This is an optimization exercise on Yosys and OpenROAD, whose aim is small area and a short achievable clock period, not a production implementation.
Only simulation tests tie the RTL to the original design; equivalence was not proved.
The clock port is modelled as an ideal driver; clocking choices that lean on that would not hold on a real chip.
No activity file was given, so power comes from the tool's default toggle rates.

## flow/design.v

```verilog
module dle_rx #(
    parameter MAX_LEN = 32
) (
    input  wire                       clk,
    input  wire                       rst,
    input  wire                       in_valid,
    input  wire [7:0]                 in_byte,
    output reg                        pkt_valid,
    output reg                        pkt_ok,
    output reg  [7:0]                 pkt_id,
    output reg  [5:0]                 pkt_data_len,
    output reg  [8*(MAX_LEN-4)-1:0]   pkt_data,
    output reg  [5:0]                 pkt_raw_len,
    output wire [8*MAX_LEN-1:0]       pkt_raw,
    output reg                        too_long
);
    localparam [7:0] DLE = 8'h10;
    localparam [7:0] ETX = 8'h03;
    localparam DMAX = MAX_LEN - 4;
    reg [7:0] buffer [0:MAX_LEN-1];
    reg [5:0] len;
    reg       parity;      
    reg [5:0] frame_len;   
    wire [5:0] next_len = len + 6'd1;
    wire       complete = (in_byte == ETX) && (next_len >= 6'd5) && parity;
    always @(posedge clk) begin
        if (rst) begin
            len       <= 6'd0;
            parity    <= 1'b0;
            pkt_valid <= 1'b0;
            too_long  <= 1'b0;
            frame_len <= 6'd0;
        end else begin
            pkt_valid <= 1'b0;
            too_long  <= 1'b0;
            if (in_valid) begin
                if (len == 6'd0) begin
                    if (in_byte == DLE) begin
                        buffer[0] <= in_byte;
                        len       <= 6'd1;
                        parity    <= 1'b0;
                    end
                end else begin
                    buffer[len] <= in_byte;
                    if (complete) begin
                        frame_len <= next_len;
                        pkt_valid <= 1'b1;
                        len       <= 6'd0;
                    end else if (next_len >= MAX_LEN) begin
                        too_long  <= 1'b1;
                        len       <= 6'd0;
                    end else begin
                        len <= next_len;
                        if (in_byte == DLE && len >= 6'd2)
                            parity <= ~parity;
                    end
                end
            end
        end
    end
    genvar g;
    generate
        for (g = 0; g < MAX_LEN; g = g + 1) begin : g_raw
            assign pkt_raw[8*g +: 8] = buffer[g];
        end
    endgenerate
    integer   k;
    reg [5:0] out_idx;
    reg       pend;
    reg       failed;
    reg [7:0] c;
    always @* begin
        out_idx  = 6'd0;
        pend     = 1'b0;
        failed   = 1'b0;
        pkt_data = {8*DMAX{1'b0}};
        for (k = 2; k < MAX_LEN - 2; k = k + 1) begin
            if (k < frame_len - 6'd2 && !failed) begin
                c = buffer[k];
                if (c != DLE) begin
                    if (pend) begin
                        failed = 1'b1;
                    end else begin
                        pkt_data[8*out_idx +: 8] = c;
                        out_idx = out_idx + 6'd1;
                    end
                end else begin
                    if (pend) begin
                        pend = 1'b0;
                    end else begin
                        pkt_data[8*out_idx +: 8] = c;
                        out_idx = out_idx + 6'd1;
                        pend    = 1'b1;
                    end
                end
            end
        end
        pkt_ok = !failed;
        if (failed) begin
            pkt_id       = 8'h00;
            pkt_data_len = 6'd0;
            pkt_raw_len  = 6'd0;
        end else begin
            pkt_id       = buffer[1];
            pkt_data_len = out_idx;
            pkt_raw_len  = frame_len;
        end
    end
endmodule
```

## flow/run.sh

```bash
#!/bin/bash
# synth_recipe.tcl (not shown) runs the flow's synth.tcl, then flattens the netlist and writes it again
# the make line also repeats each setting of config.mk as NAME=value (left out here)
make -C /OpenROAD-flow-scripts/flow DESIGN_CONFIG=/design/flow/config.mk WORK_HOME=/design/flow/orfs CLKGATE_MAP_FILE= SYNTH_SCRIPT=/design/flow/synth_recipe.tcl finish
```

## flow/config.mk

```make
export PLATFORM = sky130hd
export DESIGN_NAME = dle_rx
export DESIGN_NICKNAME = dle_rx
export VERILOG_FILES = /design/flow/design.v
export SDC_FILE = /design/flow/constraint.sdc
export NUM_CORES = 4
export LEC_CHECK = 0
export CAP_MARGIN = 20
export CORE_MARGIN = 2
export CORE_UTILIZATION = 25
export PLACE_DENSITY = 0.45
export SLEW_MARGIN = 20
```

## flow/constraint.sdc

```tcl
create_clock -name core_clock -period 30.0 [get_ports {clk}]
set_input_delay 6.0000 -clock core_clock [delete_from_list [all_inputs] [get_ports {clk}]]
set_output_delay 6.0000 -clock core_clock [all_outputs]
set_load 0.01 [all_outputs]
```

==> results of run 1 <==
[worst min-delay path: stages, from the launching register on]
cell and delay (ns):
dfxtp_1 0.31, inv_1 0.07, a211oi_1 0.07
[kinds of logic (layout without fill, tap and decap cells)]
family,Yosys count,count (layout),share of synthesized area
AND/OR/NAND/NOR,4894,4894,0.285
AO/OA/AOI/OAI,4729,4729,0.419
buffers and inverters,1441,1649,0.0692
multiplexers,622,622,0.0803
flip-flops,271,271,0.0997
XOR/XNOR,200,200,0.0343
adder cells (fa/ha/maj),82,82,0.0128
other,1,33,0.0000468
[per-stage QoR]
| stage | hold slack, ns | instances | util | total power (W) |
|---|---|---|---|---|
| after floorplan | 0.463 | 12245 | - | 0.000451 |
| after global routing | 0.525 | 16635 | 0.298 | 0.000877 |
| after detailed placement | 0.493 | 16540 | 0.291 | 0.000490 |
| final | 0.502 | 16660 | 0.298 | 0.000858 |
| after CTS | 0.506 | 16598 | 0.295 | 0.000860 |
| after global placement | 0.492 | 16527 | 0.290 | 0.000491 |
[timing repair]
| item | 4_1_cts | 5_1_grt |
|---|---|---|
| hold buffers | 0 | 0 |
| pin swaps | 7 | 17 |
| resized for setup | 34 | 81 |
| cloned | 0 | 1 |
| setup buffers | 7 | 24 |
| endpoints found under the setup margin | 218 | 226 |
[where the power goes]
group / total (W) / switching [W] / internal [W]
registers: 0.000413 / 0.0000000267 / 0.000413
clock network: 0.000370 / 0.000170 / 0.000200
logic: 0.0000743 / 0.0000526 / 0.0000218
[state kept, by name, indices dropped and copies added (netlist names)]
name and count:
len 6, buffer 256, too_long 1, parity 1
frame_len 6, pkt_valid 1
[cell usage after synthesis, types with 64 or more instances]
master    instances  area share
a211oi_1        579       0.054
nand2_1        1528       0.072
nand3_1         518       0.032
a31oi_1         228       0.018
o21ai_1          64      0.0040
o211ai_1        928       0.087
a211o_1         146       0.016
a21o_1           64      0.0060
and2_1          115      0.0090
a221oi_1         65      0.0071
clkbuf_1       1088       0.051
nor2_1         1360       0.064
a21oi_1         669       0.042
edfxtp_1        256       0.096
o22ai_1         201       0.016
a311oi_1         77      0.0084
or3_1           116      0.0091
o31ai_1         109       0.010
ha_1             82       0.013
nor4_1          176       0.014
nor3_1          430       0.027
o211a_1          80       0.010
and3_1          151       0.012
xnor2_1         100       0.011
a22oi_1         199       0.019
inv_1           171      0.0080
mux2i_1         467       0.058
nand4_1         147       0.011
o21ai_0         597       0.037
mux2_2          146       0.021
[worst paths after layout]
kind | end | depth (start not counted) | start
worst max register to register | buffer[28][0] | 8 | len[4]
worst max-delay path | pkt_data[135] | 84 | frame_len[1]
worst min-delay path | frame_len[2] | 2 | frame_len[2]
worst min register to register | frame_len[2] | 2 | frame_len[2]
[per-layer routing]
metal  track usage  vias to the layer above  wire, µm
met2         0.643                     9319    307000
met5      0.000297                        -       107
met4         0.459                       16     98300
li1              -                    47834         -
met1         0.496                    54918    266000
met3         0.118                     3117     77100
[cells in the final DEF (no fill, tap or decap), types with 50 or more instances in the layout]
| cell | synthesis | routed |
|---|---|---|
| nand2_1 | 1528 | 1519 |
| nor2_1 | 1360 | 1349 |
| o211ai_1 | 928 | 928 |
| buf_4 | 14 | 832 |
| a21oi_1 | 669 | 661 |
| o21ai_0 | 597 | 581 |
| a211oi_1 | 579 | 565 |
| nand3_1 | 518 | 514 |
| clkdlybuf4s50_1 | 0 | 496 |
| mux2i_1 | 467 | 462 |
| nor3_1 | 430 | 400 |
| edfxtp_1 | 256 | 256 |
| a31oi_1 | 228 | 221 |
| o22ai_1 | 201 | 201 |
| a22oi_1 | 199 | 199 |
| inv_1 | 171 | 171 |
| and3_1 | 151 | 150 |
| nand4_1 | 147 | 147 |
| a211o_1 | 146 | 146 |
| mux2_2 | 146 | 146 |
| nor4_1 | 176 | 118 |
| or3_1 | 116 | 115 |
| and2_1 | 115 | 113 |
| o31ai_1 | 109 | 106 |
| xnor2_1 | 100 | 92 |
| o211a_1 | 80 | 80 |
| ha_1 | 82 | 80 |
| o21ai_1 | 64 | 77 |
| a311oi_1 | 77 | 75 |
| a21o_1 | 64 | 63 |
| a221oi_1 | 65 | 63 |
| nor4_2 | 10 | 60 |
| o311ai_0 | 59 | 59 |
| nand2b_1 | 59 | 58 |
| a32oi_1 | 55 | 55 |
| a22o_1 | 55 | 54 |
| o221ai_1 | 51 | 50 |
[cell type report]
cell class	count	share of cell area
inverter	225	0.00890
clock inverter	21	0.00247
antenna	27	0.000712
sequential	271	0.0842
clock buffer	30	0.00746
multi-input combinational	10533	0.717
tap	4180	0.0551
timing repair buffer	1373	0.124
==> metrics.md, run 1 <==
| Metric | Value |
|---|---|
| Outcome | `finished clean` |
| Startpoint-to-endpoint class of the critical path | `reg2out` |
| Critical Path Fanout Max | `16` |
| Number of fillers in the final layout | `35457` |
| Num rows | `207` |
| Worst reg-to-reg setup slack | `26.47 ns` |
| CTS tree | `done` |
| # port buffers | `513` |
| Number of buffer and inverter stages on the critical path | `8` |
| Clock edge transition at the registers on the reported setup and hold paths | `0.06 ns` |
| Number of nets at the end of the flow | `12525` |
| Power Density | `9.04 nW/µm²` |
| Final setup TNS | `0 ns` |
| Shortest clock period the worst path allows after layout | `29.00 ns` |
| Storage element area | `7990 µm²` |
| Placeable Area | `319000 µm²` |
| Worst-case vdd ir drop | `45.9 µV` |
| Worst max-slew margin expressed relative to the limit | `0.119` |
| Number of antenna violations at the first check in global routing | `43` |
| Pre-CTS worst setup slack | `-0.259 ns` |
| Total wirelength of the detailed-routed design | `748000 µm` |
| Number of clock buffers inserted by TritonCTS | `28` |
| Hold Violations, Final | `0` |
| Final setup violation count | `0` |
| Layout overhead on the synthesized area | `18.4%` |
| Share of the clock period used by the worst path after layout | `0.967` |
| Die H | `570 µm` |
| Critical path required time | `24.00 ns` |
| Die footprint | `325000 µm²` |
| Number of pins exceeding their max-slew limit in the final report | `0` |
| GRT Util Overall | `0.438` |
| Post-Synthesis Cell Area | `80200 µm²` |
| Cell area after placement | `92700 µm²` |
| Arr. time, crit path | `23.00 ns` |
| Final WS setup | `0.998 ns` |
| Maximum clock frequency | `34.5 MHz` |
| Yosys reg bits | `271` |
| DR iter-0 viols | `19387` |
| Total global routing overflow | `0` |
| Most used flip-flop cell after synthesis | `edfxtp_1` |
| Portion of the post-synthesis area used by sequential elements | `0.0997` |
| Clk Tree Root Cell | `clkbuf_16` |
| Count of flip-flops with a built-in enable after synthesis | `256` |
| Clock sink count | `271` |
| Wire length per cell | `44.9 µm` |
| Most numerous cell on the critical path | `ha_1` |
| Max-cap viol count | `0` |
| Die span in x | `570 µm` |
| Ratio of cells with drive above 1 in the final layout | `0.123` |
| Number of nets still failing antenna checks after routing | `0` |
| Synth Warn # | `1` |
| Via count of the first global-routing pass | `103336` |
| Area occupied by multi-input gates | `68100 µm²` |
| Kind of cell adding the most delay to the critical path | `adder cells` |
| Leakage power of the design | `32.7 nW` |
| Vias per Instance | `6.92` |
| Number of I/O pins | `514` |
| Drt pass-1 iters | `9` |
| Total DRC errors in the routed layout | `0` |
| Mean instance size in the synthesized netlist | `6.55 µm²` |
| DP Wirelength | `598000 µm` |
| Gate count after technology mapping | `12240` |
| Slowest-stage cell, CP | `nand4_1` |
| Post-synth ARST share | `0` |
| Largest buffer count on any clock path | `3` |
| Global-route wire length before repair | `984000 µm` |
| Startpoint type of the worst setup path | `flop` |
| Global placement routability congestion | `1.12` |
| Via count | `115204` |
| Post-route cell area | `94900 µm²` |
| Largest net degree at the start of global routing | `35` |
| Setup Skew | `0.0730 ns` |
| Initial core utilization | `0.252` |
| Worst stage delay on the critical path | `0.95 ns` |
| Unrepaired setup endpoints after global routing | `false` |
| Type of the tightest min-delay check | `reg2reg` |
| Critical path endpoint category | `output pin` |
| CTS H-Tree Depth | `1` |
| Number of distinct standard cells referenced by the synthesized netlist | `139` |
| Actual slew at the worst max-slew pin | `1.31 ns` |
| Clock latency of the later-clocked register in the worst-skew pair | `0.65 ns` |
==> inputs of run 2 (changes only) <==
==> flow/design.v (replaced) <==
module dle_rx #(
    parameter MAX_LEN = 32
) (
    input  wire                       clk,
    input  wire                       rst,
    input  wire                       in_valid,
    input  wire [7:0]                 in_byte,
    output reg                        pkt_valid,
    output wire                       pkt_ok,
    output wire [7:0]                 pkt_id,
    output wire [5:0]                 pkt_data_len,
    output wire [8*(MAX_LEN-4)-1:0]   pkt_data,
    output wire [5:0]                 pkt_raw_len,
    output wire [8*MAX_LEN-1:0]       pkt_raw,
    output reg                        too_long
);
    localparam [7:0] DLE = 8'h10;
    localparam [7:0] ETX = 8'h03;
    localparam DMAX = MAX_LEN - 4;
    reg       inframe;
    reg [5:0] len;
    reg       par;         
    reg [7:0] d1, d2;
    reg       k1, f1, k2, f2;
    reg       failed;      
    reg [4:0] cnt;         
    wire is_dle  = (in_byte == DLE);
    wire is_etx  = (in_byte == ETX);
    wire idx2    = (len >= 6'd2);
    wire complete = inframe && is_etx && (len >= 6'd4) && par;
    always @(posedge clk) begin
        if (rst) begin
            inframe   <= 1'b0;
            pkt_valid <= 1'b0;
            too_long  <= 1'b0;
        end else begin
            pkt_valid <= 1'b0;
            too_long  <= 1'b0;
            if (in_valid) begin
                if (!inframe) begin
                    if (is_dle) begin
                        inframe <= 1'b1;
                        len     <= 6'd1;
                        par     <= 1'b0;
                        failed  <= 1'b0;
                        cnt     <= 5'd0;
                        k1      <= 1'b0;
                        f1      <= 1'b0;
                        k2      <= 1'b0;
                        f2      <= 1'b0;
                    end
                end else begin
                    d1     <= in_byte;
                    k1     <= idx2 && !par;
                    f1     <= idx2 && par && !is_dle;
                    d2     <= d1;
                    k2     <= k1;
                    f2     <= f1;
                    failed <= failed | f2;
                    cnt    <= cnt + {4'd0, k2};
                    len    <= len + 6'd1;
                    if (complete) begin
                        pkt_valid <= 1'b1;
                        inframe   <= 1'b0;
                    end else if (len == MAX_LEN - 1) begin
                        too_long  <= 1'b1;
                        inframe   <= 1'b0;
                    end else if (is_dle && idx2) begin
                        par <= ~par;
                    end
                end
            end
        end
    end
    reg [7:0] raw [1:MAX_LEN-2];
    genvar g;
    generate
        for (g = 1; g < MAX_LEN - 1; g = g + 1) begin : g_raw
            always @(posedge clk)
                if (len == g)
                    raw[g] <= in_byte;
            assign pkt_raw[8*g +: 8] = raw[g];
        end
    endgenerate
    assign pkt_raw[7:0] = DLE;
    assign pkt_raw[8*MAX_LEN-1 -: 8] = ETX;
    reg [7:0] data [0:DMAX-2];
    wire [7:0] wbus = d2 & {8{inframe}};
    generate
        for (g = 0; g < DMAX - 1; g = g + 1) begin : g_data
            always @(posedge clk)
                if (!inframe || (k2 && cnt == g))
                    data[g] <= wbus;
            assign pkt_data[8*g +: 8] = data[g];
        end
    endgenerate
    assign pkt_data[8*DMAX-1 -: 8] = raw[DMAX+1] & {8{cnt[4] & cnt[3] & cnt[2]}};
    assign pkt_ok       = !failed;
    assign pkt_id       = raw[1] & {8{!failed}};
    assign pkt_data_len = {1'b0, cnt} & {6{!failed}};
    assign pkt_raw_len  = len & {6{!failed}};
endmodule
==> run 2 against run 1 <==
Highest routed layer unchanged. Utilization up 8.0 points. Routed wire length down 93%. Sequential power up 83%. Final cell count down 87%. Cell area down 75%. Global-route usage down 29 points. Die area down 80%. Largest cell class is now registers. Count of clock-buffer cells in the layout up 39. Largest power group unchanged. Still clean.
==> metrics.md, run 2 <==
| Metric | Value |
|---|---|
| Critical Path Fanout Max | `9 (-7)` |
| Hold Violations, Final | `0 (unchanged)` |
| Number of cells on the worst hold path | `0 (-2)` |
| Clock latency of the later-clocked register in the worst-skew pair | `0.59 ns (-0.06 ns)` |
| Count of cells resized by post-cts repair | `0 (-100%)` |
| Yosys reg bits | `492 (+82%)` |
| Global-route wire length before repair | `69600 µm (-93%)` |
| Outcome | `finished clean` |
| Largest buffer count on any clock path | `3 (unchanged)` |
| Commonest cells in the synthesized netlist | `489 x edfxtp_1, 37 x nor2_1, 28 x o21ai_0` |
| Ratio of cells with drive above 1 in the final layout | `0.0960 (-0.0265)` |
| Type of the tightest min-delay check | `reg2reg` |
| Die H | `257 µm (-55%)` |
| Number of I/O pins | `514 (unchanged)` |
| CTS tree | `done` |
| Register with the most flip-flops | `raw` |
| Origin of the worst min-delay path | `d1[1]` |
| Worst flop-to-flop path endpoint | `raw[28][0]` |
| Arr. time, crit path | `2.23 ns (-20.77 ns)` |
| Total wirelength of the detailed-routed design | `49900 µm (-93%)` |
| Shortest clock period the worst path allows after layout | `8.23 ns (-20.77 ns)` |
| Total DRC errors in the routed layout | `0 (unchanged)` |
| Placed cell count | `2079 (-87%)` |
| Number of antenna violations at the first check in global routing | `4 (-91%)` |
| Global placement routability congestion | `0.745 (-33%)` |
| Synth Warn # | `3 (+2)` |
| Number of nets still failing antenna checks after routing | `0 (unchanged)` |
| Placeable Area | `63200 µm² (-80%)` |
| Leading cell type in the layout, fill and taps excluded | `edfxtp_1` |
| Top-area cell type share of the netlist area | `0.916 (+0.820)` |
| Biggest regs | `raw (240), data (216)` |
| Worst-case vdd ir drop | `42.0 µV (-8.3%)` |
| Flip-flop count of the largest register after layout | `240 (-6.3%)` |
| Die footprint | `66200 µm² (-80%)` |
| Slowest-stage cell, CP | `clkdlybuf4s50_1` |
| Max-cap viol count | `0 (unchanged)` |
| Drt pass-1 iters | `4 (-5)` |
| Number of nets at the end of the flow | `1306 (-90%)` |
| Die span in x | `257 µm (-55%)` |
| Num rows | `92 (-56%)` |
| Mean instance size in the synthesized netlist | `22.4 µm² (+240%)` |
| Portion of the post-synthesis area used by sequential elements | `0.920 (+0.820)` |
| Number of buffer and inverter stages on the critical path | `1 (-7)` |
| Startpoint type of the worst setup path | `flop` |
| Startpoint of the worst-slack reg-to-reg timing path | `len[2]` |
| Number of fillers in the final layout | `5836 (-84%)` |
| Dominant cells by area after synthesis | `edfxtp_1 92%, and2_1 1.0%, buf_4 0.89%` |
| Cell type with the largest total area after synthesis | `edfxtp_1` |
| Total global routing overflow | `0 (unchanged)` |
| Via count of the first global-routing pass | `9269 (-91%)` |
| Final setup TNS | `0 ns (unchanged)` |
| Postcts setup bufs | `0 (-7)` |
| Highest-count cells in the layout ignoring fill and taps | `489 x edfxtp_1, 488 x clkdlybuf4s50_1, 55 x clkbuf_16, 39 x buf_4, 37 x nor2_1` |
| Clock edge transition at the registers on the reported setup and hold paths | `0.06 ns (about the same)` |
| Critical path endpoint category | `output pin` |
| Vias per Instance | `4.03 (-42%)` |
| Setup Skew | `0.0149 ns (-0.0581 ns)` |
| Most used flip-flop cell after synthesis | `edfxtp_1` |
| # port buffers | `496 (-3.3%)` |
| Kind of cell adding the most delay to the critical path | `simple AND/OR/NAND/NOR gates` |
| Worst Reg-to-Reg Cells | `2 (-6)` |
| Initial core utilization | `0.254 (+0.00211)` |
| Layout Cells excl Fill | `2180 (-87%)` |
| Clock sink count | `492 (+82%)` |
| Wire length per cell | `22.9 µm (-49%)` |
| Unrepaired setup endpoints after global routing | `false` |
| DP Wirelength | `33700 µm (-94%)` |
| CTS H-Tree Depth | `2 (+1)` |
| Gate count after technology mapping | `715 (-94%)` |
| Largest net degree at the start of global routing | `40 (+14%)` |
| Most repeated cell in the gate-level netlist after synthesis | `edfxtp_1` |
| Actual slew at the worst max-slew pin | `0.900 ns (-0.414 ns)` |
| Layout overhead on the synthesized area | `48.8%` |
| Origin of the worst setup path | `cnt[2]` |
| Post-Synthesis Cell Area | `16000 µm² (-80%)` |
| Clk Tree Root Cell | `clkbuf_16` |
| GRT Util Overall | `0.146 (-0.292)` |
| Cell chain of the critical path | `and3_1, and2_1, clkdlybuf4s50_1` |
| Count of flip-flops with a built-in enable after synthesis | `489 (+91%)` |
| Number of clock buffers inserted by TritonCTS | `54 (+93%)` |
| Via count | `8781 (-92%)` |
| Startpoint-to-endpoint class of the critical path | `reg2out` |
| Final setup violation count | `0 (unchanged)` |
| Endpoint, Worst Hold | `d2[1]` |
| Number of pins exceeding their max-slew limit in the final report | `0 (unchanged)` |
| Share of the clock period used by the worst path after layout | `0.274 (-0.692)` |
| Worst reg-to-reg setup slack | `27.67 ns (+1.20 ns)` |
| Number of distinct standard cells referenced by the synthesized netlist | `36 (-74%)` |
| Post-synth ARST share | `0 (unchanged)` |
| Power Density | `58.8 nW/µm² (+550%)` |
| Worst max-slew margin expressed relative to the limit | `0.398 (+0.279)` |
| Worst stage delay on the critical path | `0.54 ns (-0.41 ns)` |
| Leakage power of the design | `8.37 nW (-74%)` |
| Hold-fix buffer count after cts | `0 (unchanged)` |
| DR iter-0 viols | `473 (-98%)` |
| Maximum clock frequency | `122 MHz (+250%)` |
| Critical path required time | `24.00 ns (about the same)` |
| Final WS setup | `21.77 ns (+20.77 ns)` |
| Pre-CTS worst setup slack | `21.67 ns (+21.93 ns)` |
[run 2: logic make-up (layout without fill, tap and decap cells)]
family / Yosys count / in the layout / synth area share
other: 2 / 18 / 0.000468
DFF: 492 / 492 / 0.920
buffers and inverters: 37 / 640 / 0.0133
adders and majority gates: 6 / 6 / 0.00468
xor gates and xnor gates: 6 / 6 / 0.00328
and+or+nand+nor: 138 / 138 / 0.0468
AOI/OAI and AO/OA: 34 / 34 / 0.0119
[run 2: worst register-to-register path, cell delays in order (launching register included)]
cell and delay (ns):
edfxtp_1 0.68, nand2_1 0.45, nor2_1 0.83
[run 2: how the worst max path moves through the flow]
stage,end,slack [ns],depth (start not counted)
after floorplan,cnt[0],22.73,3
after global placement,cnt[2],21.79,4
after detailed placement,cnt[2],21.67,4
after CTS,pkt_data[218],21.67,3
after global routing,pkt_data[218],21.57,3
final,pkt_data[218],21.77,3
[run 2: where the power goes]
| part | switching [W] | total (W) | internal, W |
|---|---|---|---|
| Combinational | 0.0000130 | 0.0000188 | 0.00000586 |
| Clock | 0.000267 | 0.000630 | 0.000363 |
| Sequential | 0.000000825 | 0.000754 | 0.000753 |
| Total | 0.000281 | 0.00140 | 0.00112 |
[run 2: stage by stage]
stage | hold slack, ns | util | total power [W] | cell area [µm²]
6_report | 0.422 | 0.378 | 0.00140 | 23900
3_5_place_dp | 0.408 | 0.351 | 0.000788 | 22200
5_1_grt | 0.426 | 0.377 | 0.00145 | 23900
2_1_floorplan | 0.400 | - | 0.000774 | 16100
3_3_place_gp | 0.404 | 0.351 | 0.000788 | 22200
4_1_cts | 0.423 | 0.377 | 0.00142 | 23900
[run 2: routing by layer]
layer,global-route usage,up-vias,part of all wire
met3,0.0733,58,0.12
met4,0.0363,4,0.017
met5,0,-,0.00054
li1,-,3884,-
met2,0.235,433,0.46
met1,0.174,4402,0.40
[run 2: layout make-up]
type	instances	area, µm²	share of cell area
diodes	1	2.50	0.000105
clock buffers	69	1430	0.0599
multi-input cells	201	1140	0.0478
inverters	4	15.0	0.000629
clock inverters	31	245	0.0103
well taps	846	1060	0.0444
flip-flops and latches	492	14700	0.618
repair buffers	536	5220	0.219
==> inputs of run 3 (changes only) <==
==> flow/design.v (replaced) <==
module dle_rx #(
    parameter MAX_LEN = 32
) (
    input  wire                       clk,
    input  wire                       rst,
    input  wire                       in_valid,
    input  wire [7:0]                 in_byte,
    output reg                        pkt_valid,
    output reg                        pkt_ok,
    output wire [7:0]                 pkt_id,
    output reg  [5:0]                 pkt_data_len,
    output wire [8*(MAX_LEN-4)-1:0]   pkt_data,
    output reg  [5:0]                 pkt_raw_len,
    output wire [8*MAX_LEN-1:0]       pkt_raw,
    output reg                        too_long
);
    localparam [7:0] DLE = 8'h10;
    localparam [7:0] ETX = 8'h03;
    localparam DMAX = MAX_LEN - 4;
    reg       inframe;
    reg [5:0] len;
    reg       par;         
    reg [7:0] d1;          
    reg       w1;          
    reg       kd1, kd2;    
    reg       k1;          
    reg       f1, f2;      
    reg [4:0] wp;          
    wire is_dle   = (in_byte == DLE);
    wire is_etx   = (in_byte == ETX);
    wire idx2     = (len >= 6'd2);
    wire keep     = idx2 && !par;
    wire complete = inframe && is_etx && (len >= 6'd4) && par;
    wire full     = inframe && (len == MAX_LEN - 1);
    wire fail_now = !pkt_ok || f2;
    always @(posedge clk) begin
        if (rst) begin
            inframe   <= 1'b0;
            pkt_valid <= 1'b0;
            too_long  <= 1'b0;
        end else begin
            pkt_valid <= in_valid && complete;
            too_long  <= in_valid && full && !complete;
            if (in_valid) begin
                if (!inframe)
                    inframe <= is_dle;
                else if (complete || full)
                    inframe <= 1'b0;
            end
        end
    end
    always @(posedge clk) begin
        if (!inframe) begin
            len <= 6'd1;
            par <= 1'b0;
            w1  <= 1'b0;
            kd1 <= 1'b0;
            kd2 <= 1'b0;
            k1  <= 1'b0;
            f1  <= 1'b0;
            f2  <= 1'b0;
            wp  <= 5'h1f;
        end else if (in_valid) begin
            len <= len + 6'd1;
            par <= par ^ (is_dle && idx2);
            w1  <= keep && !is_dle;
            kd1 <= keep && is_dle;
            kd2 <= kd1;
            k1  <= keep;
            f1  <= idx2 && par && !is_dle;
            f2  <= f1;
            wp  <= wp + {4'd0, keep};
        end
    end
    always @(posedge clk)
        if (in_valid)
            d1 <= in_byte;
    always @(posedge clk) begin
        pkt_ok       <= !inframe || !fail_now;
        pkt_data_len <= fail_now ? 6'd0 : {1'b0, wp + {4'd0, !k1}};
        pkt_raw_len  <= fail_now ? 6'd0 : len + 6'd1;
    end
    reg [7:0] raw [1:MAX_LEN-2];
    always @(posedge clk)
        if (inframe && fail_now)
            raw[1] <= 8'h00;
        else if (len == 6'd1)
            raw[1] <= in_byte;
    genvar g;
    generate
        for (g = 2; g < MAX_LEN - 1; g = g + 1) begin : g_raw
            always @(posedge clk)
                if (len == g)
                    raw[g] <= in_byte;
        end
        for (g = 1; g < MAX_LEN - 1; g = g + 1) begin : g_rawo
            assign pkt_raw[8*g +: 8] = raw[g];
        end
    endgenerate
    assign pkt_raw[7:0] = DLE;
    assign pkt_raw[8*MAX_LEN-1 -: 8] = ETX;
    assign pkt_id = raw[1];
    reg [7:0] data [1:DMAX-1];
    wire [7:0] wbus = (kd2 ? DLE : d1) & {8{inframe}};
    wire       wr   = w1 || kd2;
    generate
        for (g = 1; g < DMAX; g = g + 1) begin : g_data
            always @(posedge clk)
                if (!inframe || (wr && wp == g))
                    data[g] <= wbus;
            assign pkt_data[8*g +: 8] = data[g];
        end
    endgenerate
    assign pkt_data[7:0] = raw[2];
endmodule
==> flow/flow/run.sh (new file) <==
#!/bin/bash
# The standard layout (the standard.sh, standard synthesis unchanged),
# with every port buffered by a sky130_fd_sc_hd__buf_1 instead of the
# resizer's default choice (a clkdlybuf4s50_1 delay cell, which is larger
# and slower). All of make's output goes to flow_make.log.
set -euo pipefail
bash standard.sh "BUFFER_PORTS_ARGS=-buffer_cell sky130_fd_sc_hd__buf_1" finish > flow_make.log 2>&1
==> flow/standard.sh (new file) <==
#!/bin/bash
# synth_recipe.tcl (not shown) runs the flow's synth.tcl, then flattens the netlist and writes it again
# the make line also repeats each setting of config.mk as NAME=value (left out here)
make -C /OpenROAD-flow-scripts/flow DESIGN_CONFIG=/design/flow/config.mk WORK_HOME=/design/flow/orfs CLKGATE_MAP_FILE= SYNTH_SCRIPT=/design/flow/synth_recipe.tcl "${@:-finish}"
--- a/flow/config.mk
+++ b/flow/config.mk
@@ -7,6 +7,6 @@
 export LEC_CHECK = 0
 export CAP_MARGIN = 20
 export CORE_MARGIN = 2
-export CORE_UTILIZATION = 25
-export PLACE_DENSITY = 0.45
-export SLEW_MARGIN = 20
+export CORE_UTILIZATION = 50
+export PLACE_DENSITY = 0.65
+export SLEW_MARGIN = 60
removed: flow/run.sh
==> run 3 against run 2 <==
Still clean on timing, DRC and antenna. First-iteration DRC count up 45%. Synthesized area up 0.94%. Synthesized cell count up 9.9%. Power down 6.3%. Routed wire length down 17%. Clock power down 14%. Maximum frequency up 14%. Hold slack better by 0.036 ns. Worst setup slack better by 1.0 ns. Highest routed layer is now met4.
==> metrics.md, run 3 <==
| Metric | Value |
|---|---|
| Most used flip-flop cell after synthesis | `edfxtp_1` |
| Number of clock buffers inserted by TritonCTS | `47 (-13%)` |
| Shortest clock period the worst path allows after layout | `7.21 ns (-1.02 ns)` |
| Endpoint, Worst Hold | `k1` |
| Most repeated cell in the gate-level netlist after synthesis | `edfxtp_1` |
| Critical Path Fanout Max | `2 (-7)` |
| Leading cell type in the layout, fill and taps excluded | `buf_1` |
| Number of nets at the end of the flow | `1341 (+2.7%)` |
| Die footprint | `33800 µm² (-49%)` |
| Maximum clock frequency | `139 MHz (+14%)` |
| Global placement routability congestion | `0.795 (+6.7%)` |
| Internal cell power | `0.00106 W (-5.8%)` |
| Portion of the post-synthesis area used by sequential elements | `0.897 (-0.0228)` |
| Largest buffer count on any clock path | `3 (unchanged)` |
| Startpoint-to-endpoint class of the critical path | `reg2out` |
| Share of the clock period used by the worst path after layout | `0.240 (-0.0339)` |
| Power Density | `65.5 nW/µm² (+11%)` |
| Number of distinct standard cells referenced by the synthesized netlist | `42 (+17%)` |
| Number of pins exceeding their max-slew limit in the final report | `0 (unchanged)` |
| Die H | `184 µm (-29%)` |
| CTS tree | `done` |
| Count of flip-flops with a built-in enable after synthesis | `456 (-6.7%)` |
| Layout overhead on the synthesized area | `23.9%` |
| DP Wirelength | `28400 µm (-16%)` |
| Switching Fraction | `0.195 (-0.00494)` |
| Die span in x | `184 µm (-29%)` |
| Area occupied by multi-input gates | `1530 µm² (+34%)` |
| Ratio of cells with drive above 1 in the final layout | `0.112 (+0.0159)` |
| Yosys reg bits | `497 (+1.0%)` |
| Antenna diode count | `0 (-1)` |
| Biggest regs | `raw (240), data (216), d1 (8)` |
| Leakage power of the design | `7.13 nW (-15%)` |
| Dominant cells by area after synthesis | `edfxtp_1 85%, dfxtp_1 5.1%, buf_4 1.5%` |
| Clock edge transition at the registers on the reported setup and hold paths | `0.06 ns (about the same)` |
| Mean instance size in the synthesized netlist | `20.6 µm² (-8.2%)` |
| Cell chain of the critical path | `buf_1` |
| Number of nets still failing antenna checks after routing | `0 (unchanged)` |
| Number of buffer and inverter stages on the critical path | `1 (unchanged)` |
| DR iter-0 viols | `688 (+45%)` |
| Hold-fix buffer count after cts | `0 (unchanged)` |
| Placed cell count | `1675 (-19%)` |
| Clock power frac | `0.411 (-0.038)` |
| Power spent charging and discharging nets | `0.000257 W (-8.7%)` |
| Clk Tree Root Cell | `clkbuf_16` |
| Critical path required time | `24.00 ns (about the same)` |
| Total global routing overflow | `0 (unchanged)` |
| Total DRC errors in the routed layout | `0 (unchanged)` |
| Share of power burned in combinational logic | `0.014 (about the same)` |
| Highest-count cells in the layout ignoring fill and taps | `493 x buf_1, 456 x edfxtp_1, 47 x clkbuf_16, 40 x dfxtp_1, 32 x nand2_1` |
| Total wirelength of the detailed-routed design | `41300 µm (-17%)` |
| Initial core utilization | `0.510 (+0.257)` |
| Wire length per cell | `23.5 µm (+2.5%)` |
| Worst stage delay on the critical path | `0.42 ns (-0.12 ns)` |
| Worst reg-to-reg setup slack | `27.61 ns (-0.06 ns)` |
| Count of cells resized by post-cts repair | `0 (unchanged)` |
| Postcts setup bufs | `0 (unchanged)` |
| Top-area cell type share of the netlist area | `0.846 (-0.0698)` |
| Commonest cells in the synthesized netlist | `456 x edfxtp_1, 52 x nor2_1, 41 x dfxtp_1` |
| Cell type with the largest total area after synthesis | `edfxtp_1` |
| Number of fillers in the final layout | `2318 (-60%)` |
| Placeable Area | `31700 µm² (-50%)` |
| Critical path endpoint category | `output pin` |
| Worst Reg-to-Reg Cells | `3 (+1)` |
| Worst-case vdd ir drop | `55.0 µV (+31%)` |
| Number of cells on the worst hold path | `2 (+2)` |
| Clock latency of the later-clocked register in the worst-skew pair | `0.55 ns (-0.04 ns)` |
| Gate count after technology mapping | `786 (+9.9%)` |
| Final setup TNS | `0 ns (unchanged)` |
| Vias per Instance | `5.15 (+28%)` |
| Number of antenna violations at the first check in global routing | `0 (-4)` |
| Arr. time, crit path | `1.21 ns (-1.02 ns)` |
| CTS H-Tree Depth | `2 (unchanged)` |
| Drt pass-1 iters | `5 (+1)` |
| Num rows | `65 (-29%)` |
| Origin of the worst min-delay path | `k1` |
| Slowest-stage cell, CP | `edfxtp_1` |
| Global-route wire length before repair | `57800 µm (-17%)` |
| # port buffers | `496 (unchanged)` |
| Worst flop-to-flop path endpoint | `raw[5][3]` |
| Register share of total power | `0.576 (+0.038)` |
| Type of the tightest min-delay check | `reg2reg` |
| Actual slew at the worst max-slew pin | `0.572 ns (-0.328 ns)` |
| Max-cap viol count | `0 (unchanged)` |
| Register with the most flip-flops | `raw` |
| Setup Skew | `0.0119 ns (-0.00308 ns)` |
| Startpoint of the worst-slack reg-to-reg timing path | `len[0]` |
| Outcome | `finished clean` |
| Largest net degree at the start of global routing | `41 (+2.5%)` |
| Number of I/O pins | `514 (unchanged)` |
| Hold Violations, Final | `0 (unchanged)` |
| Number of logic stages on the critical path including buffering | `1 (-2)` |
| Storage element area | `14500 µm² (-1.6%)` |
| Post-Synthesis Cell Area | `16200 µm² (+0.94%)` |
| Startpoint type of the worst setup path | `flop` |
| Worst max-slew margin expressed relative to the limit | `0.618 (+0.220)` |
| GRT Util Overall | `0.237 (+0.0912)` |
| Via count | `9064 (+3.2%)` |
| Flip-flop count of the largest register after layout | `240 (unchanged)` |
| Clock sink count | `497 (+1.0%)` |
| Kind of cell adding the most delay to the critical path | `flip-flops` |
| Unrepaired setup endpoints after global routing | `false` |
| Post-synth ARST share | `0 (unchanged)` |
| Via count of the first global-routing pass | `8643 (-6.8%)` |
| Final setup violation count | `0 (unchanged)` |
| Synth Warn # | `3 (unchanged)` |
| Layout Cells excl Fill | `1760 (-19%)` |
## run 3: cell count changes in the layout (fill, tap and decap cells not counted), sizes merged, moves of 14 or more
cell,delta
dfxtp,+38
nor2,+16
edfxtp,-33
clkdlybuf4s50,-488
buf,+474
nand2,+18
nor2b,-17
and2,-14
## run 3: area by class of cell
class,count,share of cell area
clock buffer,54,0.0605
clock inverter,31,0.00930
inverter,8,0.00150
multi-input combinational,243,0.0761
sequential,497,0.724
tap,402,0.0251
timing repair buffer,525,0.104
## run 3: how the worst max path moves through the flow
stage / from / to / slack, ns
3_5_place_dp: in_byte[3] / pkt_valid / 22.50
4_1_cts: raw[2][6] / pkt_raw[22] / 22.77
2_1_floorplan: in_byte[7] / inframe / 23.01
5_1_grt: raw[2][6] / pkt_raw[22] / 22.77
6_report: raw[2][6] / pkt_raw[22] / 22.79
3_3_place_gp: in_byte[0] / inframe / 22.40
## run 3: tightest hold or removal path: stages, from the launching register on
cell       delay [ns]
dfxtp_1          0.31
nand2_1          0.05
o2bb2ai_1        0.06
## run 3: logic make-up (layout without fill, tap and decap cells)
group	Yosys count	after routing	share of synthesized area
simple gates	155	155	0.0485
buf+inv	61	618	0.0226
xor+xnor	14	14	0.00758
mux	5	5	0.00309
flops	497	497	0.897
other cells	2	17	0.000464
compound gates	44	44	0.0148
fa+ha+maj	8	8	0.00618
## run 3: power groups by stage
stage / clock network [W] / registers, W / logic, W
floorplan: 0 / 0.000773 / 0.00000638
global placement: 0 / 0.000771 / 0.0000175
detailed placement: 0 / 0.000771 / 0.0000180
CTS: 0.000548 / 0.000757 / 0.0000180
global route: 0.000573 / 0.000757 / 0.0000194
finish: 0.000539 / 0.000757 / 0.0000178
## run 3: layer usage
metal	track usage	wire [µm]
met1	0.290	15100
met2	0.405	21000
met3	0.0618	3600
met4	0.0938	1600
met5	0	0
## run 3: metrics by stage
stage / instance area [µm²] / setup slack [ns] / util / hold slack [ns] / power [W]
finish: 20100 / 22.79 / 0.632 / 0.459 / 0.00131
global route: 20100 / 22.77 / 0.632 / 0.484 / 0.00135
CTS: 20000 / 22.77 / 0.632 / 0.462 / 0.00132
detailed placement: 18600 / 22.50 / 0.588 / 0.442 / 0.000789
global placement: 18500 / 22.40 / 0.583 / 0.455 / 0.000789
floorplan: 16200 / 23.01 / - / 0.426 / 0.000779
==> inputs of run 4 (changes only) <==
--- a/flow/design.v
+++ b/flow/design.v
@@ -72,44 +72,55 @@
             wp  <= wp + {4'd0, keep};
         end
     end
+    wire [7:0] d1_nx;
+    dle_rx_hold u_d1 (.s(in_valid), .sn(!in_valid), .d(in_byte), .q(d1), .y(d1_nx));
     always @(posedge clk)
-        if (in_valid)
-            d1 <= in_byte;
+        d1 <= d1_nx;
     always @(posedge clk) begin
         pkt_ok       <= !inframe || !fail_now;
         pkt_data_len <= fail_now ? 6'd0 : {1'b0, wp + {4'd0, !k1}};
         pkt_raw_len  <= fail_now ? 6'd0 : len + 6'd1;
     end
-    reg [7:0] raw [1:MAX_LEN-2];
-    always @(posedge clk)
-        if (inframe && fail_now)
-            raw[1] <= 8'h00;
-        else if (len == 6'd1)
-            raw[1] <= in_byte;
+    wire [7:0] raw [1:MAX_LEN-2];
+    wire       raw1_clr = inframe && fail_now;
     genvar g;
     generate
-        for (g = 2; g < MAX_LEN - 1; g = g + 1) begin : g_raw
+        for (g = 1; g < MAX_LEN - 1; g = g + 1) begin : g_raw
+            reg  [7:0] q;
+            wire       we = (g == 1) ? (raw1_clr || len == 6'd1) : (len == g);
+            wire [7:0] wd = (g == 1) ? (in_byte & {8{!raw1_clr}}) : in_byte;
+            wire [7:0] nx;
+            dle_rx_hold u_hold (.s(we), .sn(!we), .d(wd), .q(q), .y(nx));
             always @(posedge clk)
-                if (len == g)
-                    raw[g] <= in_byte;
-        end
-        for (g = 1; g < MAX_LEN - 1; g = g + 1) begin : g_rawo
-            assign pkt_raw[8*g +: 8] = raw[g];
+                q <= nx;
+            assign raw[g] = q;
+            assign pkt_raw[8*g +: 8] = q;
         end
     endgenerate
     assign pkt_raw[7:0] = DLE;
     assign pkt_raw[8*MAX_LEN-1 -: 8] = ETX;
     assign pkt_id = raw[1];
-    reg [7:0] data [1:DMAX-1];
     wire [7:0] wbus = (kd2 ? DLE : d1) & {8{inframe}};
     wire       wr   = w1 || kd2;
     generate
         for (g = 1; g < DMAX; g = g + 1) begin : g_data
+            reg  [7:0] q;
+            wire       we = !inframe || (wr && wp == g);
+            wire [7:0] nx;
+            dle_rx_hold u_hold (.s(we), .sn(!we), .d(wbus), .q(q), .y(nx));
             always @(posedge clk)
-                if (!inframe || (wr && wp == g))
-                    data[g] <= wbus;
-            assign pkt_data[8*g +: 8] = data[g];
+                q <= nx;
+            assign pkt_data[8*g +: 8] = q;
         end
     endgenerate
     assign pkt_data[7:0] = raw[2];
 endmodule
+module dle_rx_hold (
+    input  wire       s,
+    input  wire       sn,
+    input  wire [7:0] d,
+    input  wire [7:0] q,
+    output wire [7:0] y
+);
+    assign y = (d & {8{s}}) | (q & {8{sn}});
+endmodule
--- a/flow/config.mk
+++ b/flow/config.mk
@@ -7,6 +7,10 @@
 export LEC_CHECK = 0
 export CAP_MARGIN = 20
 export CORE_MARGIN = 2
-export CORE_UTILIZATION = 50
-export PLACE_DENSITY = 0.65
+export CORE_UTILIZATION = 60
+export CTS_CLUSTER_DIAMETER = 100
+export CTS_CLUSTER_SIZE = 30
+export PLACE_DENSITY = 0.75
 export SLEW_MARGIN = 60
+export SYNTH_HIERARCHICAL = 1
+export SYNTH_MINIMUM_KEEP_SIZE = 0
==> run 4 against run 3 <==
Clock power is about 40% lower. Synthesized area is 7.1% higher. Non-clock buffer count is 12 lower. Final cell count is 23% higher. Sequential share of layout area is 19 points lower. Count of clock-buffer cells in the layout is 33 lower. Critical path type unchanged. Highest routed layer unchanged.
==> metrics.md, run 4 <==
| Metric | Value |
|---|---|
| Total DRC errors in the routed layout | `0 (unchanged)` |
| Sum of routed wire segments on met1 | `19700 µm (+31%)` |
| Layout overhead on the synthesized area | `8.27%` |
| Setup Skew | `0.0185 ns (+0.00667 ns)` |
| Number of nets at the end of the flow | `1799 (+34%)` |
| Via count of the first global-routing pass | `11624 (+34%)` |
| Met3 layer wire length in the routed design | `3750 µm (+4.3%)` |
| Global-route wire length before repair | `70600 µm (+22%)` |
| Placeable Area | `28500 µm² (-10%)` |
| Biggest regs | `g_raw.q (240), g_data.q (216), d1 (8)` |
| Final setup violation count | `0 (unchanged)` |
| Number of cells on the worst hold path | `1 (-1)` |
| Count of flip-flops with a built-in enable after synthesis | `0 (-100%)` |
| Arr. time, crit path | `1.23 ns (+0.02 ns)` |
| Top-area cell type share of the netlist area | `0.574 (-0.272)` |
| Critical Path Fanout Max | `3 (+1)` |
| Outcome | `finished clean` |
| Share of the clock period used by the worst path after layout | `0.241 (+0.000783)` |
| Hold-fix buffer count after cts | `0 (unchanged)` |
| Most used flip-flop cell after synthesis | `dfxtp_1` |
| Worst max-slew margin expressed relative to the limit | `0.616 (-0.00193)` |
| DR iter-0 viols | `809 (+18%)` |
| Leading cell type in the layout, fill and taps excluded | `dfxtp_1` |
| Max-cap viol count | `0 (unchanged)` |
| Number of pins exceeding their max-slew limit in the final report | `0 (unchanged)` |
| Critical path endpoint category | `output pin` |
| Dominant cells by area after synthesis | `dfxtp_1 57%, a22o_1 23%, buf_6 7.7%` |
| Die footprint | `30300 µm² (-11%)` |
| Register with the most flip-flops | `g_raw.q` |
| Num rows | `62 (-4.6%)` |
| Drt pass-1 iters | `5 (unchanged)` |
| Postcts setup bufs | `0 (unchanged)` |
| Startpoint of the worst-slack reg-to-reg timing path | `len[0]` |
| Gate count after technology mapping | `1407 (+79%)` |
| DP Wirelength | `31700 µm (+12%)` |
| Flip-flop count of the largest register after layout | `240 (unchanged)` |
| GRT Util Overall | `0.293 (+0.0558)` |
| Ratio of cells with drive above 1 in the final layout | `0.0539 (-0.0580)` |
| Number of distinct standard cells referenced by the synthesized netlist | `47 (+12%)` |
| Post-Synthesis Cell Area | `17300 µm² (+7.1%)` |
| Leakage power of the design | `7.43 nW (+4.2%)` |
| Initial core utilization | `0.607 (+0.0968)` |
| CTS tree | `done` |
| Amount of wire on met2 after detailed routing | `22000 µm (+4.6%)` |
| Clock sink count | `497 (unchanged)` |
| Worst stage delay on the critical path | `0.43 ns (about the same)` |
| Largest buffer count on any clock path | `3 (unchanged)` |
| Yosys reg bits | `497 (unchanged)` |
| Highest-count cells in the layout ignoring fill and taps | `496 x dfxtp_1, 488 x buf_1, 464 x a22o_1, 37 x inv_1, 30 x nand2_1` |
| Number of logic stages on the critical path including buffering | `1 (unchanged)` |
| # port buffers | `496 (unchanged)` |
| Highest metal layer with signal wires | `met4` |
| Commonest cells in the synthesized netlist | `497 x dfxtp_1, 464 x a22o_1, 118 x buf_6` |
| Most repeated cell in the gate-level netlist after synthesis | `dfxtp_1` |
| Origin of the worst min-delay path | `g_data[26].q[1]` |
| Portion of the post-synthesis area used by sequential elements | `0.574 (-0.323)` |
| Die H | `174 µm (-5.4%)` |
| Clock edge transition at the registers on the reported setup and hold paths | `0.11 ns (+0.05 ns)` |
| CTS H-Tree Depth | `1 (-1)` |
| Number of antenna violations at the first check in global routing | `1 (+1)` |
| Startpoint type of the worst setup path | `flop` |
| Post-synth ARST share | `0 (unchanged)` |
| Actual slew at the worst max-slew pin | `0.572 ns (-0.000323 ns)` |
| Cell chain of the critical path | `buf_1` |
| Worst hold slack | `0.477 ns (+0.0186 ns)` |
| Vias per Instance | `5.85 (+14%)` |
| Power Density | `53.8 nW/µm² (-18%)` |
| Mean instance size in the synthesized netlist | `12.3 µm² (-40%)` |
| Global placement routability congestion | `0.846 (+6.5%)` |
| Worst-case vdd ir drop | `48.9 µV (-11%)` |
| Number of nets still failing antenna checks after routing | `0 (unchanged)` |
| Total global routing overflow | `0 (unchanged)` |
| Origin of the worst setup path | `g_raw[1].q[7]` |
| Shortest clock period the worst path allows after layout | `7.23 ns (+0.0235 ns)` |
| Critical path required time | `24.00 ns (about the same)` |
| Worst Reg-to-Reg Cells | `9 (+6)` |
| Number of I/O pins | `514 (unchanged)` |
| Type of the tightest min-delay check | `reg2reg` |
| Die span in x | `174 µm (-5.4%)` |
| Total wirelength of the detailed-routed design | `47000 µm (+14%)` |
| Wire length per cell | `21.7 µm (-7.4%)` |
| Cell type with the largest total area after synthesis | `dfxtp_1` |
| Final setup TNS | `0 ns (unchanged)` |
| Via count | `12668 (+40%)` |
| Kind of cell adding the most delay to the critical path | `flip-flops` |
| Startpoint-to-endpoint class of the critical path | `reg2out` |
| Number of clock buffers inserted by TritonCTS | `20 (-57%)` |
| Clock latency of the later-clocked register in the worst-skew pair | `0.55 ns (about the same)` |
| Number of buffer and inverter stages on the critical path | `1 (unchanged)` |
| Synth Warn # | `7 (+4)` |
| Hold Violations, Final | `0 (unchanged)` |
| Slowest-stage cell, CP | `dfxtp_1` |
| Unrepaired setup endpoints after global routing | `false` |
| Clk Tree Root Cell | `clkbuf_16` |
| Count of cells resized by post-cts repair | `0 (unchanged)` |
| Largest net degree at the start of global routing | `71 (+73%)` |
| Maximum clock frequency | `138 MHz (-0.33%)` |
## run 4: where the power goes
group	total [W]	switching (W)	leakage, nW	internal (W)
registers	0.000665	0.00000226	4.01	0.000663
logic	0.0000199	0.0000146	3.16	0.00000532
clock network	0.000324	0.000197	0.266	0.000128
total	0.00101	0.000213	7.43	0.000796
## run 4: metrics by stage
step,setup slack (ns),power [W],util,instances,cell area (µm²)
6_report,22.77,0.00101,0.657,2165,18800
5_1_grt,22.74,0.00104,0.657,2165,18800
3_3_place_gp,22.51,0.000699,0.636,2142,18200
3_5_place_dp,22.63,0.000700,0.637,2142,18200
2_1_floorplan,23.16,0.000690,-,1422,17400
4_1_cts,22.76,0.00101,0.656,2164,18700
## run 4: final cells by class
class,instances,area (µm²)
repair buffers,513,2010
multi-input cells,700,5600
diodes,1,2.50
well taps,384,480
clock buffers,21,526
flip-flops and latches,497,9950
fillers,2306,9780
clock inverters,1,16.3
inverters,48,180
## run 4: cells by family after synthesis
| logic type | Yosys count | synth area share |
|---|---|---|
| AO/OA/AOI/OAI | 520 | 0.257 |
| flip-flops | 497 | 0.574 |
| buffers and inverters | 225 | 0.109 |
| AND/OR/NAND/NOR | 136 | 0.0439 |
| XOR/XNOR | 14 | 0.00708 |
| adder cells (fa/ha/maj) | 8 | 0.00578 |
| multiplexers | 5 | 0.00289 |
| other | 2 | 0.000433 |
## run 4: modules after synthesis (local to each module, per instance)
module,copies in the design,cells,area [µm²],flip-flops and latches
dle_rx_hold,58,10,92.6,0
dle_rx,1,827,12000,497
## run 4: worst paths after layout
| check | slack, ns | endpoint |
|---|---|---|
| setup reg to reg | 27.78 | wp[4] |
| hold / removal | 0.48 | g_data[26].q[1] |
| hold reg to reg | 0.48 | g_data[26].q[1] |
| setup / recovery | 22.77 | pkt_id[7] |
## run 4: layer usage
layer  vias to the layer above  global-route usage
met2                       515               0.485
met4                         0              0.0966
met3                        84              0.0669
met5                         -                   0
li1                       5857                   -
met1                      6212               0.382
==> inputs of run 5 (changes only) <==
==> flow/flow/run.sh (replaced) <==
#!/bin/bash
# The standard layout (the standard.sh, standard synthesis unchanged),
# with two changes to how it is placed:
# - every port is buffered by a sky130_fd_sc_hd__buf_1 instead of the
#   resizer's default choice (a clkdlybuf4s50_1 delay cell, which is larger
#   and slower);
# - after global placement, flow/upsize.tcl gives the port buffers on the
#   slowest output paths (and the flip-flops driving them) the next drive
#   strength.
# All of make's output goes to flow_make.log.
set -euo pipefail
bash standard.sh \
  "BUFFER_PORTS_ARGS=-buffer_cell sky130_fd_sc_hd__buf_1" \
  "POST_GLOBAL_PLACE_TCL=$PWD/flow/upsize.tcl" \
  "UPSIZE_OUT_NS=0.53" \
  finish > flow_make.log 2>&1
==> flow/flow/upsize.tcl (new file) <==
set thr $::env(UPSIZE_OUT_NS)
set block [ord::get_db_block]
set nbuf 0
set nff 0
foreach p [get_ports -filter "direction==output"] {
  set s [get_property $p slack_max]
  if {$s == "INF" || $s == "inf"} continue
  set arr [expr {30.0 - 6.0 - $s}]
  if {$arr <= $thr} continue
  set bterm [$block findBTerm [get_property $p name]]
  set net [$bterm getNet]
  foreach it [$net getITerms] {
    if {![$it isOutputSignal]} continue
    set inst [$it getInst]
    set m [[$inst getMaster] getName]
    if {$m == "sky130_fd_sc_hd__buf_1"} {
      replace_cell [$inst getName] sky130_fd_sc_hd__buf_2
      incr nbuf
      # the buffer's driver
      set in [$inst findITerm A]
      set n2 [$in getNet]
      foreach it2 [$n2 getITerms] {
        if {![$it2 isOutputSignal]} continue
        set i2 [$it2 getInst]
        if {[[$i2 getMaster] getName] == "sky130_fd_sc_hd__dfxtp_1"} {
          replace_cell [$i2 getName] sky130_fd_sc_hd__dfxtp_2
          incr nff
        }
      }
    }
  }
}
puts "upsize.tcl: $nbuf output buffers and $nff flip-flops upsized (threshold $thr ns)"
estimate_parasitics -placement
--- a/flow/config.mk
+++ b/flow/config.mk
@@ -7,10 +7,10 @@
 export LEC_CHECK = 0
 export CAP_MARGIN = 20
 export CORE_MARGIN = 2
-export CORE_UTILIZATION = 60
+export CORE_UTILIZATION = 70
 export CTS_CLUSTER_DIAMETER = 100
 export CTS_CLUSTER_SIZE = 30
-export PLACE_DENSITY = 0.75
+export PLACE_DENSITY = 0.85
 export SLEW_MARGIN = 60
 export SYNTH_HIERARCHICAL = 1
 export SYNTH_MINIMUM_KEEP_SIZE = 0
==> run 5 against run 4 <==
Critical endpoint is now pkt_data[29]. Die area fell by 14%. Register-to-register slack barely moved. Power fell by 0.21%. Still clean on timing, DRC and antenna. Worst setup slack improved by 0.11 ns. Clock power barely moved. Utilization rose by 11 points. Clock skew fell by 0.0051 ns. Final cell count fell by 2.9%. Non-clock buffer count fell by 2.
==> metrics.md, run 5 <==
| Metric | Value |
|---|---|
| Outcome | `finished clean` |
| Commonest cells in the synthesized netlist | `497 x dfxtp_1, 464 x a22o_1, 118 x buf_6` |
| Top-area cell type share of the netlist area | `0.574 (unchanged)` |
| Total wirelength of the detailed-routed design | `47100 µm (+0.17%)` |
| Count of flip-flops with a built-in enable after synthesis | `0 (unchanged)` |
| Hold-fix buffer count after cts | `0 (unchanged)` |
| Die H | `161 µm (-7.2%)` |
| Largest buffer count on any clock path | `3 (unchanged)` |
| Postcts setup bufs | `0 (unchanged)` |
| DP Wirelength | `31600 µm (-0.44%)` |
| Clock latency of the later-clocked register in the worst-skew pair | `0.54 ns (about the same)` |
| # port buffers | `496 (unchanged)` |
| Most repeated cell in the gate-level netlist after synthesis | `dfxtp_1` |
| Startpoint of the worst-slack reg-to-reg timing path | `len[0]` |
| Yosys reg bits | `497 (unchanged)` |
| Global-route wire length before repair | `70500 µm (-0.19%)` |
| Number of distinct standard cells referenced by the synthesized netlist | `47 (unchanged)` |
| Drt pass-1 iters | `5 (unchanged)` |
| Origin of the worst min-delay path | `g_raw[19].q[4]` |
| Gate count after technology mapping | `1407 (unchanged)` |
| Highest-count cells in the layout ignoring fill and taps | `464 x a22o_1, 463 x dfxtp_1, 455 x buf_1, 37 x inv_1, 34 x dfxtp_2` |
| Vias per Instance | `6.14 (+4.9%)` |
| Hold Violations, Final | `0 (unchanged)` |
| Number of fillers in the final layout | `1659 (-28%)` |
| Clock sink count | `497 (unchanged)` |
| Final setup violation count | `0 (unchanged)` |
| Number of nets at the end of the flow | `1797 (-0.11%)` |
| Kind of cell adding the most delay to the critical path | `flip-flops` |
| Critical path endpoint category | `output pin` |
| Number of nets still failing antenna checks after routing | `0 (unchanged)` |
| Largest net degree at the start of global routing | `71 (unchanged)` |
| Cell type with the largest total area after synthesis | `dfxtp_1` |
| Wire length per cell | `22.4 µm (+3.1%)` |
| Dominant cells by area after synthesis | `dfxtp_1 57%, a22o_1 23%, buf_6 7.7%` |
| Clock edge transition at the registers on the reported setup and hold paths | `0.11 ns (about the same)` |
| Cell chain of the critical path | `buf_1` |
| Worst-case vdd ir drop | `46.3 µV (-5.2%)` |
| Worst max-slew margin expressed relative to the limit | `0.617 (+0.000673)` |
| Worst stage delay on the critical path | `0.35 ns (-0.08 ns)` |
| Initial core utilization | `0.713 (+0.106)` |
| Biggest regs | `g_raw.q (240), g_data.q (216), d1 (8)` |
| Type of the tightest min-delay check | `reg2reg` |
| Number of clock buffers inserted by TritonCTS | `20 (unchanged)` |
| Number of I/O pins | `514 (unchanged)` |
| Leakage power of the design | `7.57 nW (+1.8%)` |
| Critical path required time | `24.00 ns (about the same)` |
| Die footprint | `26000 µm² (-14%)` |
| Max-cap viol count | `0 (unchanged)` |
| Clk Tree Root Cell | `clkbuf_16` |
| Unrepaired setup endpoints after global routing | `false` |
| Layout overhead on the synthesized area | `8.18% (about the same)` |
| Slowest-stage cell, CP | `dfxtp_1` |
| Post-synth ARST share | `0 (unchanged)` |
| Mean instance size in the synthesized netlist | `12.3 µm² (unchanged)` |
| Count of cells resized by post-cts repair | `0 (unchanged)` |
| Shortest clock period the worst path allows after layout | `7.12 ns (-0.112 ns)` |
| Synth Warn # | `7 (unchanged)` |
| Share of the clock period used by the worst path after layout | `0.237 (-0.00373)` |
| Portion of the post-synthesis area used by sequential elements | `0.574 (unchanged)` |
| Total DRC errors in the routed layout | `0 (unchanged)` |
| Startpoint type of the worst setup path | `flop` |
| Arr. time, crit path | `1.12 ns (-0.11 ns)` |
| DR iter-0 viols | `1089 (+35%)` |
| Placeable Area | `24300 µm² (-15%)` |
| Number of buffer and inverter stages on the critical path | `1 (unchanged)` |
| CTS H-Tree Depth | `1 (unchanged)` |
| Number of antenna violations at the first check in global routing | `1 (unchanged)` |
| Maximum clock frequency | `140 MHz (+1.6%)` |
| GRT Util Overall | `0.339 (+0.0460)` |
| Register with the most flip-flops | `g_raw.q` |
| Die span in x | `161 µm (-7.2%)` |
| Setup Skew | `0.0134 ns (-0.00512 ns)` |
| Number of pins exceeding their max-slew limit in the final report | `0 (unchanged)` |
| CTS tree | `done` |
| Via count of the first global-routing pass | `12160 (+4.6%)` |
| Leading cell type in the layout, fill and taps excluded | `a22o_1` |
| Post-Synthesis Cell Area | `17300 µm² (unchanged)` |
| Num rows | `57 (-8.1%)` |
| Total global routing overflow | `0 (unchanged)` |
| Design Power | `0.00101 W (-0.21%)` |
| Via count | `12907 (+1.9%)` |
| Flip-flop count of the largest register after layout | `240 (unchanged)` |
| Actual slew at the worst max-slew pin | `0.575 ns (+0.00283 ns)` |
| Power Density | `53.7 nW/µm² (-0.12%)` |
| Critical Path Fanout Max | `2 (-1)` |
| Most used flip-flop cell after synthesis | `dfxtp_1` |
| Origin of the worst setup path | `g_data[3].q[5]` |
| Final setup TNS | `0 ns (unchanged)` |
| Startpoint-to-endpoint class of the critical path | `reg2out` |
| Ratio of cells with drive above 1 in the final layout | `0.0900 (+0.0361)` |
==> run 5: per-stage QoR <==
stage / hold WS, ns / instances / util / area (µm²) / setup WS (ns)
final: 0.469 / 2103 / 0.771 / 18700 / 22.88
after global routing: 0.481 / 2103 / 0.771 / 18700 / 22.84
after CTS: 0.469 / 2102 / 0.770 / 18700 / 22.86
after detailed placement: 0.442 / 2080 / 0.747 / 18200 / 22.59
after global placement: 0.447 / 2080 / 0.743 / 18100 / 22.52
after floorplan: 0.431 / 1422 / - / 17400 / 23.16
==> run 5: per-module statistics from Yosys (local to each module, per instance) <==
module / cells / copies in the design
dle_rx_hold: 10 / 58
dle_rx: 827 / 1
==> run 5: final cells by class <==
type | count | area (µm²) | share of cell area
tap | 324 | 405 | 0.0216
inverter | 48 | 180 | 0.00961
multi-input combinational | 700 | 5590 | 0.298
clock inverter | 1 | 16.3 | 0.000868
clock buffer | 21 | 526 | 0.0280
sequential | 497 | 9990 | 0.533
antenna | 1 | 2.50 | 0.000133
timing repair buffer | 511 | 2030 | 0.108
==> run 5: worst paths after layout <==
kind / depth (start not counted) / end / slack (ns)
max: 1 / pkt_data[29] / 22.88
min reg2reg: 1 / g_raw[19].q[4] / 0.47
min: 1 / g_raw[19].q[4] / 0.47
max reg2reg: 9 / wp[4] / 27.77
==> run 5: kinds of logic (layout without fill, tap and decap cells) <==
logic type	count (synthesis)	in the layout	share of synthesized area
compound gates	520	520	0.257
mux	5	5	0.00289
simple gates	136	136	0.0439
buf+inv	225	581	0.109
flops	497	497	0.574
xor+xnor	14	14	0.00708
other cells	2	18	0.000433
fa+ha+maj	8	8	0.00578
==> run 5: report_power, final <==
part / switching (W) / internal, W / leakage [nW]
clock: 0.000194 / 0.000128 / 0.266
sequential: 0.00000222 / 0.000663 / 4.02
combinational: 0.0000151 / 0.00000544 / 3.28
total: 0.000211 / 0.000796 / 7.57
==> run 5: per-layer routing <==
metal | global-route usage | up-vias | part of all wire
met5 | 0 | - | 0
li1 | - | 5837 | -
met1 | 0.426 | 6286 | 0.39
met3 | 0.0711 | 105 | 0.088
met2 | 0.582 | 679 | 0.49
met4 | 0.119 | 0 | 0.035
==> inputs of run 6 (changes only) <==
--- a/flow/design.v
+++ b/flow/design.v
@@ -105,9 +105,9 @@
     generate
         for (g = 1; g < DMAX; g = g + 1) begin : g_data
             reg  [7:0] q;
-            wire       we = !inframe || (wr && wp == g);
+            wire       we = wr && wp == g;
             wire [7:0] nx;
-            dle_rx_hold u_hold (.s(we), .sn(!we), .d(wbus), .q(q), .y(nx));
+            dle_rx_hold u_hold (.s(we), .sn(inframe), .d(wbus), .q(q), .y(nx));
             always @(posedge clk)
                 q <= nx;
             assign pkt_data[8*g +: 8] = q;
==> run 6 against run 5 <==
Combinational power fell by 12%. Largest cell class unchanged. Critical path depth did not move. Still clean. Synthesized cell count fell by 2.3%.
==> metrics.md, run 6 <==
| Metric | Value |
|---|---|
| Outcome | `finished clean` |
| Power Density | `54.0 nW/µm² (+0.56%)` |
| Register with the most flip-flops | `g_raw.q` |
| Startpoint of the worst-slack reg-to-reg timing path | `len[0]` |
| Arr. time, crit path | `1.12 ns (about the same)` |
| Most repeated cell in the gate-level netlist after synthesis | `dfxtp_1` |
| Count of flip-flops with a built-in enable after synthesis | `0 (unchanged)` |
| Startpoint-to-endpoint class of the critical path | `reg2out` |
| # port buffers | `496 (unchanged)` |
| Critical path required time | `24.00 ns (about the same)` |
| Worst stage delay on the critical path | `0.37 ns (+0.02 ns)` |
| Wire length per cell | `22.4 µm (about the same)` |
| Worst max-slew margin expressed relative to the limit | `0.604 (-0.0132)` |
| Maximum clock frequency | `140 MHz (about the same)` |
| Startpoint type of the worst setup path | `flop` |
| Origin of the worst min-delay path | `g_data[2].q[5]` |
| DP Wirelength | `31300 µm (-1.1%)` |
| Leakage power of the design | `7.40 nW (-2.3%)` |
| Post-Synthesis Cell Area | `17000 µm² (-1.9%)` |
| Flip-flop count of the largest register after layout | `240 (unchanged)` |
| Global-route wire length before repair | `71000 µm (+0.80%)` |
| Share of the clock period used by the worst path after layout | `0.237 (about the same)` |
| Clock latency of the later-clocked register in the worst-skew pair | `0.54 ns (about the same)` |
| Commonest cells in the synthesized netlist | `497 x dfxtp_1, 465 x a22o_1, 116 x buf_6` |
| Dominant cells by area after synthesis | `dfxtp_1 59%, a22o_1 24%, buf_6 7.7%` |
| Number of antenna violations at the first check in global routing | `0 (-1)` |
| Layout overhead on the synthesized area | `9.24%` |
| Die span in x | `160 µm (-0.94%)` |
| Origin of the worst setup path | `g_raw[12].q[4]` |
| Actual slew at the worst max-slew pin | `0.593 ns (+0.0176 ns)` |
| Shortest clock period the worst path allows after layout | `7.12 ns (+0.00330 ns)` |
| Type of the tightest min-delay check | `reg2reg` |
| Top-area cell type share of the netlist area | `0.585 (+0.0112)` |
| DR iter-0 viols | `1206 (+11%)` |
| Mean instance size in the synthesized netlist | `12.4 µm² (+0.37%)` |
| Postcts setup bufs | `0 (unchanged)` |
| Slowest-stage cell, CP | `dfxtp_1` |
| Number of pins exceeding their max-slew limit in the final report | `0 (unchanged)` |
| Via count | `12882 (-0.19%)` |
| Post-synth ARST share | `0 (unchanged)` |
| Kind of cell adding the most delay to the critical path | `flip-flops` |
| Number of I/O pins | `514 (unchanged)` |
| Via count of the first global-routing pass | `12146 (-0.12%)` |
| Final setup TNS | `0 ns (unchanged)` |
| Count of cells resized by post-cts repair | `0 (unchanged)` |
| Worst hold slack | `0.469 ns (-0.000414 ns)` |
| Clock sink count | `497 (unchanged)` |
| Critical path endpoint category | `output pin` |
| Largest buffer count on any clock path | `3 (unchanged)` |
| Biggest regs | `g_raw.q (240), g_data.q (216), d1 (8)` |
| Critical Path Fanout Max | `2 (unchanged)` |
| Number of clock buffers inserted by TritonCTS | `20 (unchanged)` |
| Highest-count cells in the layout ignoring fill and taps | `476 x dfxtp_1, 469 x buf_1, 465 x a22o_1, 40 x nor2_1, 37 x inv_1` |
| Total wirelength of the detailed-routed design | `46800 µm (-0.73%)` |
| Ratio of cells with drive above 1 in the final layout | `0.0675 (-0.0225)` |
| Cell type with the largest total area after synthesis | `dfxtp_1` |
| Unrepaired setup endpoints after global routing | `false` |
| GRT Util Overall | `0.345 (+0.00625)` |
| Yosys reg bits | `497 (unchanged)` |
| Cell chain of the critical path | `buf_1` |
| Placeable Area | `24100 µm² (-0.88%)` |
| Number of nets at the end of the flow | `1782 (-0.83%)` |
| CTS tree | `done` |
| Total DRC errors in the routed layout | `0 (unchanged)` |
| Max-cap viol count | `0 (unchanged)` |
| Initial core utilization | `0.705 (-0.00743)` |
| CTS H-Tree Depth | `1 (unchanged)` |
| Setup Skew | `0.0145 ns (+0.00107 ns)` |
| Die H | `160 µm (-0.94%)` |
| Clock edge transition at the registers on the reported setup and hold paths | `0.10 ns (about the same)` |
| Num rows | `57 (unchanged)` |
==> run 6: layout make-up <==
type	instances	area, µm²
repair buffers	518	2080
multi-input cells	688	5420
fillers	1661	5540
inverters	38	143
clock inverters	1	16.3
flip-flops and latches	497	9980
well taps	324	405
clock buffers	22	529
==> run 6: kinds of logic (layout without fill, tap and decap cells) <==
family | after synthesis | after routing | synth area share
flops | 497 | 497 | 0.585
mux | 5 | 5 | 0.00294
fa+ha+maj | 8 | 8 | 0.00589
simple gates | 170 | 170 | 0.0503
other cells | 2 | 17 | 0.000442
xor+xnor | 14 | 14 | 0.00721
compound gates | 474 | 474 | 0.244
buf+inv | 205 | 579 | 0.104
==> run 6: through the flow <==
step	utilization	worst slack [ns]	area, µm²	std cells	total power (W)
after floorplan	-	22.99	17100	1390	0.000687
after global placement	0.741	22.24	17900	2062	0.000695
after detailed placement	0.746	22.37	18000	2065	0.000696
after CTS	0.769	22.87	18500	2088	0.00101
after global routing	0.770	22.81	18600	2088	0.00103
final	0.770	22.88	18600	2088	0.00100
==> run 6: modules after synthesis (local to each module, per instance) <==
module	flip-flops and latches	cells	times used	area (µm²)
dle_rx_hold	0	10	58	92.6
dle_rx	497	795	1	11600
==> run 6: per-layer routing <==
metal,vias to the layer above,track usage,share of wire
li1,5750,-,-
met4,0,0.133,0.040
met1,6305,0.438,0.39
met2,706,0.583,0.48
met5,-,0,0
met3,121,0.0722,0.091
==> run 6: final timing paths <==
check                   end  depth (start not counted)
max            pkt_raw[100]                          1
min          g_data[2].q[5]                          1
max reg2reg           wp[4]                          9
min reg2reg  g_data[2].q[5]                          1
==> run 6: report_power, final <==
part	total [W]	internal, W	switching (W)
combinational	0.0000181	0.00000437	0.0000137
clock	0.000321	0.000128	0.000193
sequential	0.000664	0.000662	0.00000180

Check on run 6: ideal ports give 22.877 ns setup slack; a clkbuf_16 on the clock port and buf_2 on the inputs give 22.826 ns; moving port delays by the midpoint clock arrival (0.583 ns) as well gives 22.343 ns.
